This design comes from an exercise in tuning for small area on the open sky130 flow, not from production work. The RTL was checked by simulation tests, not by an equivalence proof against the original design. No driver is modelled on the clock port, so clock power and skew are understated where the tree is cut down; a real chip needs a root buffer or a tree. No activity file was given, so power comes from the tool's default toggle rates.

<file path="flow/flow/run.sh">
#!/bin/bash
# The standard layout, with these changes:
#  - ABC sizes gates for a small load (each gate is its own module in the RTL,
#    so the default 5 fF module-output load oversizes them),
#  - ports are buffered with buf_1,
#  - the clock tree CTS builds is collapsed to a single clkbuf_4 that drives
#    all eight flip-flops (flow/onebuf.tcl).
# make's output goes to standard*.log; each ORFS tool's log is under orfs/logs/.
set -euo pipefail
ARGS=(ABC_LOAD_IN_FF=0.5 'BUFFER_PORTS_ARGS=-buffer_cell sky130_fd_sc_hd__buf_1')
bash standard.sh "${ARGS[@]}" cts > standard_cts.log 2>&1
ODB=orfs/results/sky130hd/crc8u/base/4_cts.odb
cp $ODB orfs/results/sky130hd/crc8u/base/4_cts_tree.odb
IN_ODB=orfs/results/sky130hd/crc8u/base/4_cts_tree.odb OUT_ODB=$ODB \
  ROOT_MASTER=sky130_fd_sc_hd__clkbuf_4 \
  openroad -no_init -exit flow/onebuf.tcl > onebuf.log 2>&1
bash standard.sh "${ARGS[@]}" finish > standard_finish.log 2>&1
</file>
<file path="flow/flow/onebuf.tcl">
# Collapse the clock tree to its root buffer: the leaf buffers CTS built are
# removed and their sinks are driven by the root buffer directly.
read_db $::env(IN_ODB)
set block [ord::get_db_block]
set root [$block findInst clkbuf_0_clk]
if {$root == "NULL"} { error "no root clock buffer" }
set rootnet [[$root findITerm X] getNet]
set leaves {}
foreach it [$rootnet getITerms] {
  set inst [$it getInst]
  if {$inst != $root && [string match "*clkbuf*" [[$inst getMaster] getName]]} { lappend leaves $inst }
}
foreach leaf $leaves {
  set lnet [[$leaf findITerm X] getNet]
  foreach it [$lnet getITerms] {
    if {[$it getInst] == $leaf} continue
    $it disconnect
    $it connect $rootnet
  }
  puts "removing [$leaf getName]"
  [$leaf findITerm A] disconnect
  [$leaf findITerm X] disconnect
  odb::dbInst_destroy $leaf
  odb::dbNet_destroy $lnet
}
if {[info exists ::env(ROOT_MASTER)]} { $root swapMaster [[ord::get_db] findMaster $::env(ROOT_MASTER)] }
# place the root buffer at the centroid of its sinks, then legalize
set sx 0; set sy 0; set n 0
foreach it [$rootnet getITerms] {
  set inst [$it getInst]
  if {$inst == $root} continue
  set bb [$inst getBBox]
  incr sx [expr {([$bb xMin] + [$bb xMax]) / 2}]
  incr sy [expr {([$bb yMin] + [$bb yMax]) / 2}]
  incr n
}
$root setPlacementStatus PLACED
$root setLocation [expr {$sx / $n}] [expr {$sy / $n}]
detailed_placement
check_placement -verbose
puts "clock sinks on root: $n"
write_db $::env(OUT_ODB)
</file>
<file path="flow/standard.sh">
#!/bin/bash
# synth_recipe.tcl (not shown) runs the flow's synth.tcl, then flattens the netlist and writes it again
# the make line also repeats each setting of config.mk as NAME=value (left out here)
make -C /OpenROAD-flow-scripts/flow DESIGN_CONFIG=/design/flow/config.mk WORK_HOME=/design/flow/orfs CLKGATE_MAP_FILE= SYNTH_SCRIPT=/design/flow/synth_recipe.tcl "${@:-finish}"
</file>
<file path="flow/config.mk">
export PLATFORM = sky130hd
export DESIGN_NAME = crc8u
export DESIGN_NICKNAME = crc8u
export VERILOG_FILES = /design/flow/design.v
export SDC_FILE = /design/flow/constraint.sdc
export NUM_CORES = 4
export LEC_CHECK = 0
export CAP_MARGIN = 20
export CORE_AREA = 5 5 65 65
export CTS_BUF_LIST = sky130_fd_sc_hd__clkbuf_2
export CTS_CLUSTER_DIAMETER = 100
export CTS_CLUSTER_SIZE = 8
export DIE_AREA = 0 0 70 70
export SLEW_MARGIN = 20
export SYNTH_HIERARCHICAL = 1
export SYNTH_MINIMUM_KEEP_SIZE = 0
</file>
<file path="flow/constraint.sdc">
create_clock -name core_clock -period 10.0 [get_ports {clk}]
set_input_delay 2.0000 -clock core_clock [delete_from_list [all_inputs] [get_ports {clk}]]
set_output_delay 2.0000 -clock core_clock [all_outputs]
set_load 0.01 [all_outputs]
</file>
<file path="flow/design.v">
module crc8u_xor2  (input wire a, b, output wire y); assign y = a ^ b;    endmodule
module crc8u_xnor2 (input wire a, b, output wire y); assign y = ~(a ^ b); endmodule
module crc8u_a22oi (input wire a1, a2, b1, b2, output wire y); assign y = ~((a1 & a2) | (b1 & b2)); endmodule
module crc8u_a21o  (input wire a1, a2, b1, output wire y); assign y = (a1 & a2) | b1; endmodule
module crc8u_nor8  (input wire [7:0] a, output wire y); assign y = ~|a; endmodule
module crc8u_nor3  (input wire a, b, c, output wire y); assign y = ~(a | b | c); endmodule
module crc8u_nor3b (input wire a, b, cn, output wire y); assign y = ~(a | b | ~cn); endmodule
module crc8u_and3b (input wire an, b, c, output wire y); assign y = ~an & b & c; endmodule
module crc8u (
  input  wire       clk,
  input  wire       rst,
  input  wire [1:0] op,
  input  wire [7:0] din,
  output reg  [7:0] crc,     
  output wire       zero,    
  output wire       eq       
);
  wire [7:0] x, nv, f, nxt;
  wire start, upd, hold;
  crc8u_and3b u_start (.an(rst), .b(op[1]), .c(op[0]), .y(start));
  crc8u_nor3b u_upd   (.a(op[0]), .b(rst), .cn(op[1]), .y(upd));
  crc8u_nor3  u_hold  (.a(op[1]), .b(op[0]), .c(rst), .y(hold));
  genvar i;
  generate
    for (i = 0; i < 8; i = i + 1) begin : g_bit
      crc8u_xor2  u_x   (.a(crc[i]), .b(din[i]), .y(x[i]));
      crc8u_a22oi u_v   (.a1(start), .a2(din[i]), .b1(upd), .b2(x[i]), .y(nv[i]));
      crc8u_a21o  u_nxt (.a1(hold), .a2(crc[i]), .b1(f[i]), .y(nxt[i]));
    end
  endgenerate
  wire t0;
  crc8u_xor2 u_t0 (.a(nv[4]), .b(nv[7]), .y(t0));
  wire t1;
  crc8u_xor2 u_t1 (.a(nv[1]), .b(nv[2]), .y(t1));
  wire t2;
  crc8u_xor2 u_t2 (.a(t0), .b(t1), .y(t2));
  wire t3;
  crc8u_xnor2 u_t3 (.a(nv[0]), .b(t2), .y(t3));
  wire t4;
  crc8u_xor2 u_t4 (.a(nv[6]), .b(t3), .y(t4));
  wire t5;
  crc8u_xor2 u_t5 (.a(nv[4]), .b(t4), .y(t5));
  wire t6;
  crc8u_xnor2 u_t6 (.a(nv[5]), .b(t5), .y(t6));
  wire t7;
  crc8u_xor2 u_t7 (.a(nv[3]), .b(t5), .y(t7));
  wire t8;
  crc8u_xor2 u_t8 (.a(nv[0]), .b(t7), .y(t8));
  wire t9;
  crc8u_xnor2 u_t9 (.a(nv[1]), .b(t6), .y(t9));
  wire t10;
  crc8u_xor2 u_t10 (.a(nv[7]), .b(t4), .y(t10));
  wire t11;
  crc8u_xor2 u_t11 (.a(nv[2]), .b(t7), .y(t11));
  wire t12;
  crc8u_xor2 u_t12 (.a(nv[6]), .b(t8), .y(t12));
  wire t13;
  crc8u_xor2 u_t13 (.a(nv[5]), .b(t12), .y(t13));
  assign f[0] = t11;
  assign f[1] = t2;
  assign f[2] = t6;
  assign f[3] = t8;
  assign f[4] = t10;
  assign f[5] = t13;
  assign f[6] = t3;
  assign f[7] = t9;
  always @(posedge clk)
    crc <= nxt;
  crc8u_nor8 u_zero (.a(crc), .y(zero));
  crc8u_nor8 u_eq   (.a(x),   .y(eq));
endmodule
</file>
==> results.txt, run 1 <==
* Maximum VDD drop at 45.76 uV
* Arrival time of the worst setup path at 5.47 ns
* Library cell appearing most often on the critical path: xor2_1
* Syn nets at 67
* Number of buffer and inverter instances along the worst setup path at 1
* Run status: no timing/DRC/antenna violations
* Tightest Pin Transition at 0.9670 ns
* Kind of end point of the critical path: flop
* Max capacitance violation total at 0
* CP peak stage delay at 0.79 ns
* Global-route wire length before repair at 2608 um
* Antenna Nets Post-Route at 0
* Final design area excluding fillers at 675.6 sq um
* Multi-input combinational cell area at 371.6 sq um
* Largest registers: crc: 8 flops
* Sequential share of the synthesized area at 0.3012
* Placed wire-length estimate after detailed placement at 1240 um
* Placed inst area at 668.1 sq um
* Post-CTS Resized at 0
* Number of filler instances in the final layout at 393
* Number of flip-flops in the largest register at 8
* Unrepaired setup endpoints after global routing: no
* Slew Limit Fails at 0
* Clock transition at path regs at 0.09 ns
* Master of the slowest instance on the critical path: nor3b_1
* Count of final hold-check violations at 0
* Cell breakdown of the critical path: buf_1 > nor3b_1 > a22oi_1 > xor2_1 > xor2_1 > xnor2_1 > xor2_1 > xor2_1 > xor2_1 > xor2_1 > xor2_1 > xor2_1 > a21o_1
* Total die area at 4900 sq um
* Post-CTS repair timing setup buffer count at 0
* Insertion delay of the later-clocked pin in the worst-skew pair at 0.16 ns
* Minimum period implied by the final worst setup slack at 5.410 ns
* Number of antenna diodes at 0
* Worst slew margin at 0.3539
* P per Cell Area at 288.1 nW/um^2
* Area growth from synthesis to final layout at 27.06%
* Maximum fanout encountered on the critical timing path at 8
* Crit path required time at 10.06 ns
* Register with the most flip-flops: crc
* Timing-limited maximum frequency at 184.8 MHz
* Via count of the first global-routing pass at 542
* Number of distinct library cells after synthesis at 10
* Detailed-route DRC error count at 0
* Sum of negative setup slack at 0 ns
* Leading cell types in the layout, fill and taps excluded: buf_1 (21), xor2_1 (19), a21o_1 (8), a22oi_1 (8), dfxtp_1 (8)
* Path class of the lowest-slack min-delay path: flop to flop
* Cells after Synth at 55
* Average wire length per cell after detail routing at 12.28 um
* Largest net degree at the start of global routing at 9
* Static Leak at 0.2597 nW
* Worst setup skew after layout at 0.0008114 ns
* Antenna violations before repair at 0
* Standard-cell rows at 21
* Synth Register Bits at 8
* I/O Buffers at 21
* Area of the placeable core at 3416 sq um
* Global-route total usage across every layer at 0.07278
* Num ports at 22
* Via Count at 501
* Mean area per synthesized cell at 9.668 sq um
* Worst path top cell family by delay: XOR/XNOR gates
* Flip-flop and latch area at 160.2 sq um
* Overflow after GRT at 0
* Number of clock sinks seen by CTS at 8
* Average vias per placed instance at 4.073
* Share of layout cells above drive strength 1 at 0.01299
* Post-route clock period utilization at 0.5410
* Horizontal extent of the die at 70 um
* Total Nets Final at 91
* Warnings from Yosys at 7
* Startpoint-to-endpoint class of the critical path: primary input to flop
* Starting Density at 0.1557
* Leading cell type in the layout, fill and taps excluded: buf_1
* Post-synthesis cell area at 531.8 sq um
* Hold buffers post-CTS at 0
* Final wirelength at 1510 um
* Category of the worst setup path launch point: primary input
* Final Setup Violations at 0
* Drt first pass iters at 4
* Initial DRC Count at 24
* Tot Pwr at 0.1946 mW
* Height of the die at 70 um
* Weighted congestion reported at the end of routability-driven placement at 0.7260
==> Yosys stat by module, one instance, submodules excluded <==
module	times used	cell area, sq um
crc8u_nor3	1	5.005
crc8u_and3b	1	8.758
crc8u_xnor2	3	8.758
crc8u	1	160.2
crc8u_nor3b	1	7.507
crc8u_a22oi	8	7.507
crc8u_nor8	2	18.77
crc8u_xor2	19	8.758
crc8u_a21o	8	7.507
==> worst reg2reg max path: cells and delay by family (launching register included) <==
kind | cells | cell delay, ns
compound gates | 2 | 0.32
xor+xnor | 10 | 2.33
flops | 1 | 0.40
==> cell families (layout without fill, tap and decap cells) <==
logic type             Yosys count  count (layout)  synth area share
flip-flops                       8               8            0.3012
XOR/XNOR                        22              22            0.3624
AND/OR/NAND/NOR                  9               9            0.1106
AO/OA/AOI/OAI                   16              16            0.2259
buffers and inverters            0              22                 0
==> metal layers <==
layer	track usage	wire length [um]	vias up	share of wire
li1	-	-	247	-
met1	0.07863	578	230	0.38
met2	0.1322	796	20	0.53
met3	0.02439	97	4	0.064
met4	0.02340	38	0	0.025
met5	0	0	-	0
==> metrics by stage <==
stage | setup slack [ns] | utilization | hold WS, ns | instances
after CTS | 4.770 | 0.2000 | 0.5347 | 125
final | 4.590 | 0.1978 | 0.5290 | 123
after floorplan | 5.134 | - | 0.5458 | 55
after detailed placement | 4.527 | 0.1956 | 0.5141 | 122
after global placement | 4.549 | 0.1956 | 0.5132 | 122
after global routing | 4.201 | 0.1978 | 0.5650 | 123
==> report_power, final <==
part / switching, mW / internal (mW) / total (mW) / leakage (nW)
Clock: 0.00885 / 0.00479 / 0.0136 / 0.00460
Combinational: 0.0610 / 0.0509 / 0.112 / 0.188
Sequential: 0.0188 / 0.0503 / 0.0691 / 0.0675
==> final cells by class <==
class                   count  share of cell area
well taps                  46             0.08519
flip-flops and latches      8              0.2370
clock buffers               1             0.01111
multi-input cells          47              0.5500
repair buffers             21              0.1167
==> cell usage after synthesis <==
library cell	number	area, sq um
a22oi_1	8	60.06
xnor2_1	3	26.28
dfxtp_1	8	160.2
and3b_1	1	8.760
or4_1	4	30.03
nor3b_1	1	7.510
nor3_1	1	5.000
xor2_1	19	166.4
nor2_1	2	7.510
a21o_1	8	60.06
==> worst paths after layout <==
path / start / to / slack, ns / depth (start not counted)
setup / recovery: op[1] / crc[5]$_DFF_P_ / 4.59 / 13
hold / removal: crc[3]$_DFF_P_ / crc[3]$_DFF_P_ / 0.53 / 1
setup reg to reg: crc[2]$_DFF_P_ / crc[5]$_DFF_P_ / 6.84 / 12
hold reg to reg: crc[3]$_DFF_P_ / crc[3]$_DFF_P_ / 0.53 / 1
==> run 2, diff against run 1 <==
--- a/flow/design.v
+++ b/flow/design.v
@@ -5,7 +5,8 @@
 module crc8u_nor8  (input wire [7:0] a, output wire y); assign y = ~|a; endmodule
 module crc8u_nor3  (input wire a, b, c, output wire y); assign y = ~(a | b | c); endmodule
 module crc8u_nor3b (input wire a, b, cn, output wire y); assign y = ~(a | b | ~cn); endmodule
-module crc8u_and3b (input wire an, b, c, output wire y); assign y = ~an & b & c; endmodule
+module crc8u_nand2 (input wire a, b, output wire y); assign y = ~(a & b); endmodule
+module crc8u_nor2  (input wire a, b, output wire y); assign y = ~(a | b); endmodule
 module crc8u (
   input  wire       clk,
   input  wire       rst,
@@ -17,7 +18,9 @@
 );
   wire [7:0] x, nv, f, nxt;
   wire start, upd, hold;
-  crc8u_and3b u_start (.an(rst), .b(op[1]), .c(op[0]), .y(start));
+  wire nop11;
+  crc8u_nand2 u_op11  (.a(op[1]), .b(op[0]), .y(nop11));
+  crc8u_nor2  u_start (.a(nop11), .b(rst), .y(start));
   crc8u_nor3b u_upd   (.a(op[0]), .b(rst), .cn(op[1]), .y(upd));
   crc8u_nor3  u_hold  (.a(op[1]), .b(op[0]), .c(rst), .y(hold));
   genvar i;
==> results.txt, run 2 <==
* Number of distinct library cells after synthesis at 10
* Maximum VDD drop at 38.76 uV
* Average vias per placed instance at 4.065
* Number of clock sinks seen by CTS at 8
* Worst slew margin at 0.3361
* Slew Limit Fails at 0
* Insertion delay of the later-clocked pin in the worst-skew pair at 0.15 ns
* Via Count at 504
* Max capacitance violation total at 0
* Worst setup skew after layout at 0.0006976 ns
* Tightest Pin Transition at 0.9883 ns
* Number of logic stages on the critical path including buffering at 13
* Drt first pass iters at 4
* Global-route wire length before repair at 2628 um
* Final wirelength at 1496 um
* Cell type contributing the most total cell area after synthesis: xor2_1
* Post-placement worst setup slack at 4.549 ns
* Antenna Nets Post-Route at 0
* Mean area per synthesized cell at 9.473 sq um
* Placed inst area at 666.9 sq um
* Ranking of synthesized cells by instance count: xor2_1 (19), a21o_1 (8), a22oi_1 (8), dfxtp_1 (8), or4_1 (4)
* Unrepaired setup endpoints after global routing: no
* Minimum period implied by the final worst setup slack at 5.359 ns
* Biggest area contributors in the synthesized netlist: xor2_1 (31%), dfxtp_1 (30%), a21o_1 (11%), a22oi_1 (11%), or4_1 (5.7%)
* Kind of end point of the critical path: flop
* Sum of negative setup slack at 0 ns
* Global-route total usage across every layer at 0.07344
* Number of filler instances in the final layout at 395
* Post-CTS Resized at 0
* Cell count of the worst reg-to-reg path at 12
* Most frequent cell after synthesis: xor2_1
* Xor-xnor portion of the synthesized cell area at 0.3632
* Final design area excluding fillers at 674.4 sq um
* Path class of the lowest-slack min-delay path: flop to flop
* Clock transition at path regs at 0.09 ns
* Height of the die at 70 um
* Number of synthesized flops with an enable pin at 0
* Largest net degree at the start of global routing at 9
* Number of non-filler instances in the completed layout at 124
* Initial DRC Count at 23
* P per Cell Area at 286.3 nW/um^2
* Maximum fanout encountered on the critical timing path at 8
* Run status: no timing/DRC/antenna violations
* Area growth from synthesis to final layout at 27.12%
* Number of antenna diodes at 0
* Syn nets at 68
* Area of the placeable core at 3416 sq um
* Worst path top cell family by delay: XOR/XNOR gates
* Dpl cells at 123
* Tot Pwr at 0.1931 mW
* Sequential share of the synthesized area at 0.3019
* I/O Buffers at 21
* Final core utilization at 0.1974
* Multi-input combinational cell area at 370.4 sq um
* Synth async-reset ratio at 0
* Number of flip-flops in the largest register at 8
* Post-synthesis cell area at 530.5 sq um
* Horizontal extent of the die at 70 um
* Final worst setup slack at 4.641 ns
* Library cell appearing most often on the critical path: xor2_1
* Synthesized-area fraction occupied by and/or/nand/nor cells at 0.1085
* Register with the most flip-flops: crc
* Crit path required time at 10.05 ns
* Static Leak at 0.2569 nW
* Post-route clock period utilization at 0.5359
* Leading cell types in the layout, fill and taps excluded: buf_1 (21), xor2_1 (19), a21o_1 (8), a22oi_1 (8), dfxtp_1 (8)
* Timing-limited maximum frequency at 186.6 MHz
* Fraction of synthesized cell area taken by the top area cell type at 0.3137
* Number of buffer and inverter instances along the worst setup path at 1
* Post-CTS repair timing setup buffer count at 0
* Warnings from Yosys at 7
* Startpoint-to-endpoint class of the critical path: primary input to flop
* Share of layout cells above drive strength 1 at 0.01282
* Cell breakdown of the critical path: buf_1 > nor3b_1 > a22oi_1 > xor2_1 > xor2_1 > xnor2_1 > xor2_1 > xor2_1 > xor2_1 > xor2_1 > xor2_1 > xor2_1 > a21o_1
* Share of cell area taken by muxes after synthesis at 0
* CP peak stage delay at 0.79 ns
* Count of final hold-check violations at 0
* Synth Register Bits at 8
* Hold buffers post-CTS at 0
* Synthesized-area fraction occupied by ao, oa, aoi and oai cells at 0.2264
* Largest registers: crc: 8 flops
* Antenna violations before repair at 0
* Cells after Synth at 56
* Worst Hold Margin at 0.5356 ns
* Number of cells on the worst hold path at 1
* Arrival time of the worst setup path at 5.41 ns
* Average wire length per cell after detail routing at 12.06 um
* Final Setup Violations at 0
* Main combinational cell family by area after synthesis: XOR/XNOR gates
* Category of the worst setup path launch point: primary input
* Leading cell type in the layout, fill and taps excluded: buf_1
* Ys flop type: dfxtp_1
* Master of the slowest instance on the critical path: nor3b_1
* Synthesized-area fraction occupied by adder cells at 0
* Overflow after GRT at 0
* Detailed-route DRC error count at 0
* Via count of the first global-routing pass at 551
* Flip-flop and latch area at 160.2 sq um
* Total Nets Final at 92
* Num ports at 22
* Placed wire-length estimate after detailed placement at 1260 um
* Starting Density at 0.1553
* Total die area at 4900 sq um
* Standard-cell rows at 21
* Weighted congestion reported at the end of routability-driven placement at 0.7857
## run 2: cell count changes after synthesis
cell,before,now
and3b_1,1,0
nand2_1,0,1
nor2_1,2,3
## run 2: area by class of cell
type / instances / area share
multi-input combinational: 48 / 0.5492
sequential: 8 / 0.2375
timing repair buffer: 21 / 0.1169
tap: 46 / 0.08534
clock buffer: 1 / 0.01113
## run 2: routing by layer
| layer | up-vias | GRT usage | wire [um] |
|---|---|---|---|
| met3 | 2 | 0.02439 | 66 |
| met4 | 0 | 0.01277 | 8 |
| met5 | - | 0 | 0 |
| met1 | 245 | 0.08141 | 617 |
| li1 | 249 | - | - |
| met2 | 8 | 0.1364 | 804 |
## run 2: cells by family after synthesis
| group | count (synthesis) |
|---|---|
| XOR/XNOR | 22 |
| AO/OA/AOI/OAI | 16 |
| AND/OR/NAND/NOR | 10 |
| flip-flops | 8 |
## run 2: power breakdown
part	internal (mW)	leakage (nW)	switching (mW)
Clock	0.00478	0.00460	0.00812
Combinational	0.0509	0.185	0.0601
Sequential	0.0503	0.0675	0.0188
## run 2: worst paths after layout
| check | start | slack [ns] | to |
|---|---|---|---|
| setup / recovery | op[1] | 4.64 | crc[5]$_DFF_P_ |
| hold / removal | crc[0]$_DFF_P_ | 0.54 | crc[0]$_DFF_P_ |
| setup reg to reg | crc[2]$_DFF_P_ | 6.91 | crc[5]$_DFF_P_ |
| hold reg to reg | crc[0]$_DFF_P_ | 0.54 | crc[0]$_DFF_P_ |
## run 2: Yosys stat by module (local to each module, per instance), excerpt
module	area, sq um	cells
crc8u	160.2	8
crc8u_nor8	18.77	3
crc8u_a21o	7.507	1
crc8u_a22oi	7.507	1
crc8u_nor3	5.005	1
crc8u_nand2	3.754	1

==> separate check: timing with driven ports <==
No port has a modelled driver above. Below, the same layouts with a new extraction and two added sets of constraints. Step 1 (the two cells are an assumption about what drives the block):
set clk [get_ports {clk}]
set_driving_cell -lib_cell sky130_fd_sc_hd__clkbuf_16 $clk
set_driving_cell -lib_cell sky130_fd_sc_hd__buf_2 [delete_from_list [all_inputs] $clk]
Step 2 moves the port delays by t, midway between the first and last clock arrival at a register: inputs arrive t later, outputs are due t later. That takes back most of the time a late clock gives input paths. a / b / c = no drivers / after step 1 / after step 2; a / b = the first two.
run	t, ns	setup slack, ns	worst hold slack (ns)	pins driven straight from the clock port
run 1	0.176	4.590 / 4.579 / 4.403	0.529 / 0.529 / 0.529	1
run 2	0.171	4.641 / 4.635 / 4.465	0.536 / 0.536 / 0.536	1
After both steps setup and hold are still met in every run listed. The setup slack of run 1, which loses most, moves by -0.011 ns with the drivers and by -0.187 ns with both steps.
